From an optimization exercise on the open Yosys and OpenROAD flow, aimed at small area; shortcuts taken in it are not production practice. Function was checked by simulation only, so behaviour that the tests miss may differ from the original. No activity file was given, so power comes from the tool's default toggle rates.

## design/flow/flow/run.sh

```bash
#!/bin/bash
# Standard layout, with the smallest buffer on each port and no dummy loads in
# the clock tree. Each tool's output goes to a log file in this folder.
set -euo pipefail
bash standard.sh \
  BUFFER_PORTS_ARGS="-buffer_cell sky130_fd_sc_hd__buf_1" \
  CTS_ARGS="-sink_clustering_enable -repair_clock_nets -dont_use_dummy_load" \
  finish > standard_flow.log 2>&1
```

## design/flow/standard.sh

```bash
#!/bin/bash
# synth_recipe.tcl (not shown) runs the flow's synth.tcl, then flattens the netlist and writes it again
# the make line also repeats each setting of config.mk as NAME=value (left out here)
make -C /OpenROAD-flow-scripts/flow DESIGN_CONFIG=/design/flow/config.mk WORK_HOME=/design/flow/orfs CLKGATE_MAP_FILE= SYNTH_SCRIPT=/design/flow/synth_recipe.tcl "${@:-finish}"
```

## design/flow/config.mk

```make
export PLATFORM = sky130hd
export DESIGN_NAME = evt_counter_ssd
export DESIGN_NICKNAME = evt_counter_ssd
export VERILOG_FILES = /design/flow/design.v
export SDC_FILE = /design/flow/constraint.sdc
export NUM_CORES = 4
export LEC_CHECK = 0
export CAP_MARGIN = 20
export CORE_MARGIN = 2
export CORE_UTILIZATION = 40
export SLEW_MARGIN = 20
```

## design/flow/constraint.sdc

```tcl
create_clock -name core_clock -period 10.0 [get_ports {CLK}]
set_input_delay 2.0000 -clock core_clock [delete_from_list [all_inputs] [get_ports {CLK}]]
set_output_delay 2.0000 -clock core_clock [all_outputs]
set_load 0.01 [all_outputs]
```

## design/flow/design.v

```verilog
module evt_counter_ssd #(
    parameter integer D = 100             
) (
    input  wire        CLK,
    input  wire        RST,               
    input  wire        EVT,               
    output wire [7:0]  SEG,               
    output wire [3:0]  DIG,               
    output wire [13:0] COUNT              
);
    reg s1, s2, edge_r;
    always @(posedge CLK) begin
        if (RST) begin
            s1     <= 1'b1;
            s2     <= 1'b1;
            edge_r <= 1'b0;
        end else begin
            s1     <= EVT;
            s2     <= s1;
            edge_r <= s1 & ~s2;
        end
    end
    reg [3:0] cnt_th;
    reg [9:0] cnt_lo;
    wire lo_wrap = edge_r & (&{cnt_lo[9:5], cnt_lo[2:0]});    
    wire th_wrap = lo_wrap & cnt_th[3] & cnt_th[0];            
    always @(posedge CLK) begin
        if (RST | lo_wrap)
            cnt_lo <= 10'd0;
        else
            cnt_lo <= cnt_lo + {9'd0, edge_r};
        if (RST | th_wrap)
            cnt_th <= 4'd0;
        else
            cnt_th <= cnt_th + {3'd0, lo_wrap};
    end
    wire [10:0] th125 = (cnt_th == 4'd0) ? 11'd0 :
                        (cnt_th == 4'd1) ? 11'd125 :
                        (cnt_th == 4'd2) ? 11'd250 :
                        (cnt_th == 4'd3) ? 11'd375 :
                        (cnt_th == 4'd4) ? 11'd500 :
                        (cnt_th == 4'd5) ? 11'd625 :
                        (cnt_th == 4'd6) ? 11'd750 :
                        (cnt_th == 4'd7) ? 11'd875 :
                        (cnt_th == 4'd8) ? 11'd1000 : 11'd1125;
    assign COUNT = {th125 + {4'd0, cnt_lo[9:3]}, cnt_lo[2:0]};
    reg [1:0] pos;
    reg [6:0] off;
    wire off_end = off[6] & off[5] & off[2] & off[0];     
    always @(posedge CLK) begin
        if (RST | off_end)
            off <= 7'd0;
        else
            off <= off + 7'd1;
        if (RST)
            pos <= 2'd0;
        else
            pos <= pos + {1'b0, off_end};
    end
    wire lit = |off[6:1];
    assign DIG = {lit & pos[1] & pos[0], lit & pos[1] & ~pos[0],
                  lit & ~pos[1] & pos[0], lit & ~pos[1] & ~pos[0]};
    reg [13:0] ring;
    wire p0    = (pos == 2'd0);
    wire off0  = (off == 7'd0);
    wire load  = p0 & off0;
    wire cwin  = p0 & (off[6:3] == 4'b0001) & ~(&off[2:0]);    
    wire cor0  = cwin;
    wire cor1  = cwin & (|off[2:0]);                            
    wire [3:0] n0 = (cor0 && ring[3:0] >= 4'd5) ? ring[3:0] + 4'd3 : ring[3:0];
    wire [3:0] n1 = (cor1 && ring[7:4] >= 4'd5) ? ring[7:4] + 4'd3 : ring[7:4];
    wire [13:0] rc = {ring[13:8], n1, n0};
    always @(posedge CLK) begin
        if (load)
            ring <= {4'b0000, cnt_lo};
        else
            ring <= {rc[12:0], rc[13]};
    end
    wire [3:0] tap = {ring[0], ring[13:11]};
    reg [3:0] dsp;
    always @(posedge CLK) begin
        if (RST)
            dsp <= 4'hF;
        else if (off0)
            dsp <= p0 ? cnt_th : tap;
    end
    wire [3:0] d = dsp;
    wire [6:0] seg_pat;
    assign seg_pat[0] = (~d[3] & d[2] & d[0]) | (~d[3] & d[1]) | (d[3] & ~d[2]) | (~d[2] & ~d[0]);
    assign seg_pat[1] = (~d[3] & d[1] & d[0]) | ~d[2] | (~d[1] & ~d[0]);
    assign seg_pat[2] = (~d[3] & d[2]) | (~d[3] & d[0]) | ~d[1];
    assign seg_pat[3] = (d[3] & ~d[2]) | (~d[2] & d[1]) | (~d[2] & ~d[0]) | (d[2] & ~d[1] & d[0]) | (d[1] & ~d[0]);
    assign seg_pat[4] = (~d[2] & ~d[0]) | (d[1] & ~d[0]);
    assign seg_pat[5] = (d[3] & ~d[2]) | (d[2] & ~d[1]) | (d[2] & ~d[0]) | (~d[1] & ~d[0]);
    assign seg_pat[6] = (d[3] & ~d[2]) | (~d[2] & d[1]) | (d[2] & ~d[1]) | (d[2] & ~d[0]);
    assign SEG = {1'b0, seg_pat};
endmodule
```

==> impl_metrics.toml, run 1 <==
[status]
run_status = "no timing/DRC/antenna violations"

[logic_synthesis]
avgSynthCellArea_um2 = 8.45
synth_seq_area_share_pct = 34.6
async_reset_ff_share_pct = 0
synth_enable_flop_cells = 0
synth.lib_cells_used.distinct = 52
syn_area_um2 = 2540
ys_seq_elements = 44
ys_warn_count = 1
syn_inst = 301
synth_nets = 324
synthFlopType = "dfxtp_1"

[timing]
timing.final.crit_share_pct = 47.5
finalWorstPathRequiredPeriod_ns = 4.75
rsz0062_at_grt = "no"
drv_slew = 0
max_freq_mhz = 210
slew-limit-headroom_pct = 58.8
timing.final.hold_violations = 0
timing.setup.tns_ns = 0
fin_worst_skew_ns = 0.0125
worst_case_setup_margin_in_the_final_layout_ns = 5.25
setup_viol = 0
worstMarginPinSlew_ns = 0.618

[grt]
antenna_found_initial = 0
grt_pass1_vias = 1807
grtUsageTotal_pct = 14.9
first_pass_grt_wire_length_um = 8350
gr-max-usage-layer = "met2"
globalRouteOverflowTotal = 0
met2_track_demand_over_resource_pct = 23.5
grt_max_degree = 15
grt_util_met1_pct = 19.3
grt_util_met3_pct = 3.36

[detailed_routing]
drc = 0
ant_nets = 0
route.vias.total = 1993
detailedRoute.firstPassIterationCount = 4
drtIter0Drc = 51
viasPerCell = 5.06
avgRoutedWirePerCell_um = 12.5
wirelength_um = 4910

[clock_tree]
numCtsBuffers = 5
cts-hold-fix-buffers = 0
clkLatencyLatePin_ns = 0.30
max-clock-path-buffers = 2
cts_htree_levels = 2
post_cts.repair.setup_buffers = 0
clk_pin_slew_worst_paths_ns = 0.08
cts_resized = 0
tritoncts_clock_tree = "done"
cts.sink_count = 44
clock-root-buffer = "clkbuf_8"

[place]
dp.final_hpwl_um = 3690
finalWeightedCongestion = 0.769
numPortBuffers = 27
placed_area_um2 = 2660
pre_cts_setup_slack_ns = 5.56

[worst_setup_path]
cp-start-kind = "flip-flop"
setup.worst_path.class = "flip-flop to output pin"
timing.critical_path.to_type = "output pin"
critPathMaxFanout = 13
timing.critical_path.arrival_ns = 2.75
rr_startpoint = "off[0]$_SDFF_PP0_"
critical_path_required_ns = 8.00
worstSetupStartpoint = "cnt_th[2]$_SDFF_PP0_"
worst-r2r-setup-slack_ns = 8.19

[die]
std_cell_rows = 29
floorplan.core_area_um2 = 6240
die_height_um = 83.7
initial_cell_density_of_the_core_pct = 40.8
dieArea_um2 = 7010
top_level_ports = 29
dieWidth_um = 83.7

[cells_and_area]
area_delta_synth_final_pct = 7.28
layout-drive-gt1-share_pct = 6.94
post_route_standard_cell_area_excluding_fillers_um2 = 2730
layout.nets = 342
fillerInstances = 635
antenna-diode-count = 0

[power]
comb_power_share_pct = 12.5
p_clk_share_pct = 30.3
internal_power_component_mw = 0.245
maximum_ir_drop_on_the_vdd_rail_v = 0.0000556
switchingPower_mw = 0.0882
power_density_nw_per_um2 = 122
power.leakage_nw = 1.07
p_seq_share_pct = 57.3
report.power.total_mw = 0.333
power.switching_fraction_pct = 26.5

[run]
max-cap-violations = 0

[hold_path]
min_path_type = "flip-flop to flip-flop"
hold_path.startpoint = "s2$_SDFF_PP1_"
-- cells in the final DEF, fill, tap and decap left out, types with 2 or more instances in the layout --
| cell | n |
|---|---|
| dfxtp_1 | 44 |
| nor2_1 | 35 |
| buf_1 | 27 |
| nand2_1 | 24 |
| xnor2_1 | 20 |
| a21oi_1 | 19 |
| ha_1 | 19 |
| inv_1 | 15 |
| o21ai_0 | 12 |
| nand3_1 | 9 |
| nor3_1 | 8 |
| a211oi_1 | 6 |
| and2_1 | 6 |
| nand2b_1 | 5 |
| or2_2 | 5 |
| a211o_1 | 5 |
| xor2_1 | 5 |
| clkbuf_8 | 5 |
| mux2i_1 | 4 |
| nor2b_1 | 3 |
| o21ai_1 | 3 |
| a31oi_1 | 3 |
| nor3b_1 | 3 |
| nor3_4 | 2 |
| nand4_1 | 2 |
| o21a_1 | 2 |
| o211ai_1 | 2 |
| or3_1 | 2 |
-- cells in the mapped netlist (6+ instances only) --
cell	number	share of area, %
clkbuf_1	8	1.2
dfxtp_1	44	35
and2_1	6	1.5
inv_1	15	2.2
nor3_1	8	1.6
nand2_1	24	3.5
a211oi_1	6	1.8
o21ai_0	12	2.4
nor2_1	35	5.2
xnor2_1	20	6.9
nand3_1	9	1.8
ha_1	19	9.3
a21oi_1	19	3.7
-- registers in the layout, summed over array words and instances (netlist names) --
register	flops
cnt_lo	10
cnt_th	4
dsp	4
edge_r	1
off	7
pos	2
ring	14
s1	1
s2	1
-- power groups by stage --
stage / Sequential [mW] / Clock (mW) / Combinational, mW
2_1_floorplan: 0.191 / 0 / 0.0350
3_3_place_gp: 0.195 / 0 / 0.0412
3_5_place_dp: 0.195 / 0 / 0.0422
4_1_cts: 0.191 / 0.105 / 0.0422
5_1_grt: 0.192 / 0.114 / 0.0479
6_report: 0.191 / 0.101 / 0.0415
-- critical path: stages (launching register included) --
cell,delay [ns]
dfxtp_1,0.56
o21a_1,0.20
or2_2,0.11
ha_1,0.18
inv_1,0.06
fa_1,0.39
nand2b_1,0.17
a21oi_1,0.20
o221ai_1,0.20
a31oi_1,0.21
buf_1,0.16
-- stage by stage --
step                hold slack (ns)  util (%)  std cells
floorplan                     0.373         -        301
global placement              0.382      42.6        389
detailed placement            0.384      42.6        389
CTS                           0.394      43.7        394
global route                  0.409      43.7        394
finish                        0.390      43.7        394
-- cell type report --
class	instances	area [um^2]	area share [%]
clock buffer	5	68.8	2.52
inverter	16	60.1	2.20
multi-input combinational	225	1520	55.8
sequential	44	881	32.3
tap	77	96.3	3.53
timing repair buffer	27	101	3.71
-- logic make-up after synthesis --
| logic type | Yosys count | synth area share [%] |
|---|---|---|
| simple gates | 116 | 24.5 |
| xor+xnor | 25 | 8.61 |
| fa+ha+maj | 20 | 10.1 |
| flops | 44 | 34.6 |
| buf+inv | 32 | 5.56 |
| mux | 6 | 2.61 |
| compound gates | 57 | 13.8 |
| other cells | 1 | 0.147 |
-- per-layer routing --
metal | wire (um) | share of wire (%)
met1 | 2420 | 49
met2 | 2290 | 47
met3 | 117 | 2.4
met4 | 87 | 1.8
met5 | 0 | 0
-- worst paths after layout --
path         depth (start not counted)                 to
max                                 10          COUNT[11]
max reg2reg                          6    ring[6]$_DFF_P_
min                                  1  edge_r$_SDFF_PP0_
min reg2reg                          1  edge_r$_SDFF_PP0_
==> inputs of run 2 (changes only) <==
==> design/flow/run.sh (new file) <==
#!/bin/bash
# synth_recipe.tcl (not shown) runs the flow's synth.tcl, then flattens the netlist and writes it again
# the make line also repeats each setting of config.mk as NAME=value (left out here)
make -C /OpenROAD-flow-scripts/flow DESIGN_CONFIG=/design/flow/config.mk WORK_HOME=/design/flow/orfs CLKGATE_MAP_FILE= SYNTH_SCRIPT=/design/flow/synth_recipe.tcl finish
removed: design/flow/flow/run.sh
removed: design/flow/standard.sh
==> impl_metrics.toml, run 2 <==
[logic_synthesis]
syn_area_um2 = 2540
synth_nets = 324
async_reset_ff_share_pct = 0
combinational_family_with_the_most_area_after_synthesis = "simple AND/OR/NAND/NOR gates"
synth_area_leader = "dfxtp_1"
synth.lib_cells_used.distinct = 52
ys_top_cells_by_area = "dfxtp_1 (35%), ha_1 (9.3%), xnor2_1 (6.9%), nor2_1 (5.2%), a21oi_1 (3.7%)"
synthTopCellsByCount = "dfxtp_1 (44), nor2_1 (35), nand2_1 (24), xnor2_1 (20)"
syn_inst = 301
synthSimpleGateAreaFrac_pct = 24.5
synthFlopType = "dfxtp_1"
yosysMostFrequentCell = "dfxtp_1"
synth_largest_type_area_fraction_pct = 34.6
synth_xor_xnor_area_share_pct = 8.61
avgSynthCellArea_um2 = 8.45
ys_seq_elements = 44
synth_enable_flop_cells = 0
ys_warn_count = 1
synth_fa_ha_area_share_pct = 10.1
synth_seq_area_share_pct = 34.6
multiplexer_share_of_the_synthesized_area_pct = 2.61
synth-compound-area-share_pct = 13.8

[cells_and_area]
max_flop_register = "ring"
layout.cells.non_filler = 397
mostFrequentLayoutCell = "dfxtp_1"
most-common-layout-cells = "dfxtp_1 (44), nor2_1 (35), clkdlybuf4s50_1 (27), nand2_1 (24), xnor2_1 (20)"
layout-drive-gt1-share_pct = 7.81
finish.utilization_pct = 47.4
largest_registers = "ring: 14 flops, cnt_lo: 10 flops, off: 7 flops"
fillerInstances = 639
layout.nets = 342
area_delta_synth_final_pct = 16.2
max_ffs_per_register = 14
antenna-diode-count = 0

[clock_tree]
clk_pin_slew_worst_paths_ns = 0.08
clock-root-buffer = "clkbuf_8"
cts.sink_count = 44
cts_resized = 0
tritoncts_clock_tree = "done"
post_cts.repair.setup_buffers = 0
cts-hold-fix-buffers = 0
clkLatencyLatePin_ns = 0.30
numCtsBuffers = 5
max-clock-path-buffers = 2
cts_htree_levels = 2

[grt]
antenna_found_initial = 0
grt_pass1_vias = 1814
grt_max_degree = 15
globalRouteOverflowTotal = 0
first_pass_grt_wire_length_um = 8330
grtUsageTotal_pct = 14.7

[power]
maximum_ir_drop_on_the_vdd_rail_v = 0.0000879
report.power.total_mw = 0.389
switchingPower_mw = 0.0930
comb_power_share_pct = 12.7
power.leakage_nw = 1.17
p_clk_share_pct = 38.3
power.switching_fraction_pct = 23.9
power_density_nw_per_um2 = 132
internal_power_component_mw = 0.296
p_seq_share_pct = 49.1

[worst_setup_path]
critical_path_required_ns = 8.00
timing.critical_path.to_type = "output pin"
rr_startpoint = "cnt_lo[6]$_SDFF_PP0_"
timing.critical_path.arrival_ns = 3.16
worstSetupStartpoint = "cnt_th[3]$_SDFF_PP0_"
cp-start-kind = "flip-flop"
setup.worst_path.class = "flip-flop to output pin"
critPathMaxFanout = 9

[timing]
setup_viol = 0
drv_slew = 0
finalWorstPathRequiredPeriod_ns = 5.16
rsz0062_at_grt = "no"
worstMarginPinSlew_ns = 0.543
timing.final.crit_share_pct = 51.6
timing.final.hold_violations = 0
timing.setup.tns_ns = 0
max_freq_mhz = 194
worst_hold_slack_ns = 0.391
fin_worst_skew_ns = 0.00681
slew-limit-headroom_pct = 63.5

[die]
die_height_um = 83.7
top_level_ports = 29
initial_cell_density_of_the_core_pct = 40.8
floorplan.core_area_um2 = 6240
std_cell_rows = 29
dieArea_um2 = 7010
dieWidth_um = 83.7

[detailed_routing]
viasPerCell = 4.98
drc = 0
avgRoutedWirePerCell_um = 12.5
detailedRoute.firstPassIterationCount = 4
ant_nets = 0
drtIter0Drc = 43
route.vias.total = 1978
wirelength_um = 4940

[status]
run_status = "no timing/DRC/antenna violations"

[hold_path]
min_path_type = "flip-flop to flip-flop"
hold_path.startpoint = "s2$_SDFF_PP1_"

[place]
numPlacedInstances = 389
dp.final_hpwl_um = 3750
finalWeightedCongestion = 0.783
numPortBuffers = 27

[run]
max-cap-violations = 0
-- run 2: cell counts after synthesis --
No cell type changed its count.
-- run 2: kinds of logic after synthesis --
logic type | Yosys count
AOI/OAI and AO/OA | 57
xor gates and xnor gates | 25
adders and majority gates | 20
buffers and inverters | 32
DFF | 44
muxes | 6
other | 1
and+or+nand+nor | 116
-- run 2: layout make-up --
cell class / instances / area, um^2 / area share [%]
Multi-Input combinational cell: 225 / 1520 / 51.5
Sequential cell: 44 / 881 / 29.8
Timing Repair Buffer: 27 / 270 / 9.14
Clock buffer: 7 / 96.3 / 3.26
Tap cell: 77 / 96.3 / 3.26
Inverter: 16 / 60.1 / 2.03
Clock inverter: 1 / 30.0 / 1.02
-- run 2: critical path, cell delays in order, from the launching register on --
cell,delay (ns)
dfxtp_1,0.51
clkinv_1,0.29
nand2_1,0.24
inv_1,0.06
ha_1,0.29
a211oi_1,0.24
nor2_1,0.11
o21ai_0,0.31
nand2_1,0.11
mux2i_1,0.15
clkdlybuf4s50_1,0.55
-- run 2: final timing paths --
check                               to  slack [ns]  cells after the start
setup / recovery             COUNT[12]        4.84                     10
hold / removal       edge_r$_SDFF_PP0_        0.39                      1
setup reg to reg  cnt_th[1]$_SDFF_PP0_        8.11                      5
hold reg to reg      edge_r$_SDFF_PP0_        0.39                      1
-- run 2: routing by layer --
layer	wire [um]	global-route usage, %
met2	2220	23.2
met4	66	5.28
met1	2520	19.7
met3	133	3.26
met5	0	0
-- run 2: through the flow --
| stage | cell area, um^2 | worst slack, ns |
|---|---|---|
| global placement | 2830 | 5.23 |
| CTS | 2960 | 4.84 |
| floorplan | 2540 | 5.81 |
| detailed placement | 2830 | 5.18 |
| global route | 2960 | 4.60 |
| finish | 2960 | 4.84 |
-- run 2: power groups by stage --
stage	Sequential, mW	Clock (mW)	Combinational (mW)
4_1_cts	0.191	0.153	0.0501
6_report	0.191	0.149	0.0493
2_1_floorplan	0.191	0	0.0350
3_5_place_dp	0.195	0	0.0499
3_3_place_gp	0.195	0	0.0498
5_1_grt	0.192	0.160	0.0544

static timing again, ports no longer ideal:
The flow's constraints put no driver on any port. The routed layouts listed below were extracted and timed again, unchanged, in two steps.
Step 1 sets driving cells, clkbuf_16 on the clock port and buf_2 on the other inputs (assumed; they add their load-dependent delay and slew).
Step 2 also shifts input and output timing later by t, the mid clock arrival at the registers, as if the neighbouring blocks saw the same clock.
Slacks: no drivers / after step 1 / after step 2; pairs: no drivers / after step 1.
| run | t (ns) | setup slack, ns | clock arrival spread, ns | worst slew at a driven data input, ns |
|---|---|---|---|---|
| run 1 | 0.326 | 5.246 / 5.219 / 5.544 | 0.012 / 0.013 | 0.03 |
| run 2 | 0.324 | 4.845 / 4.816 / 5.139 | 0.007 / 0.007 | 0.03 |
After both steps every run listed still meets setup and hold.
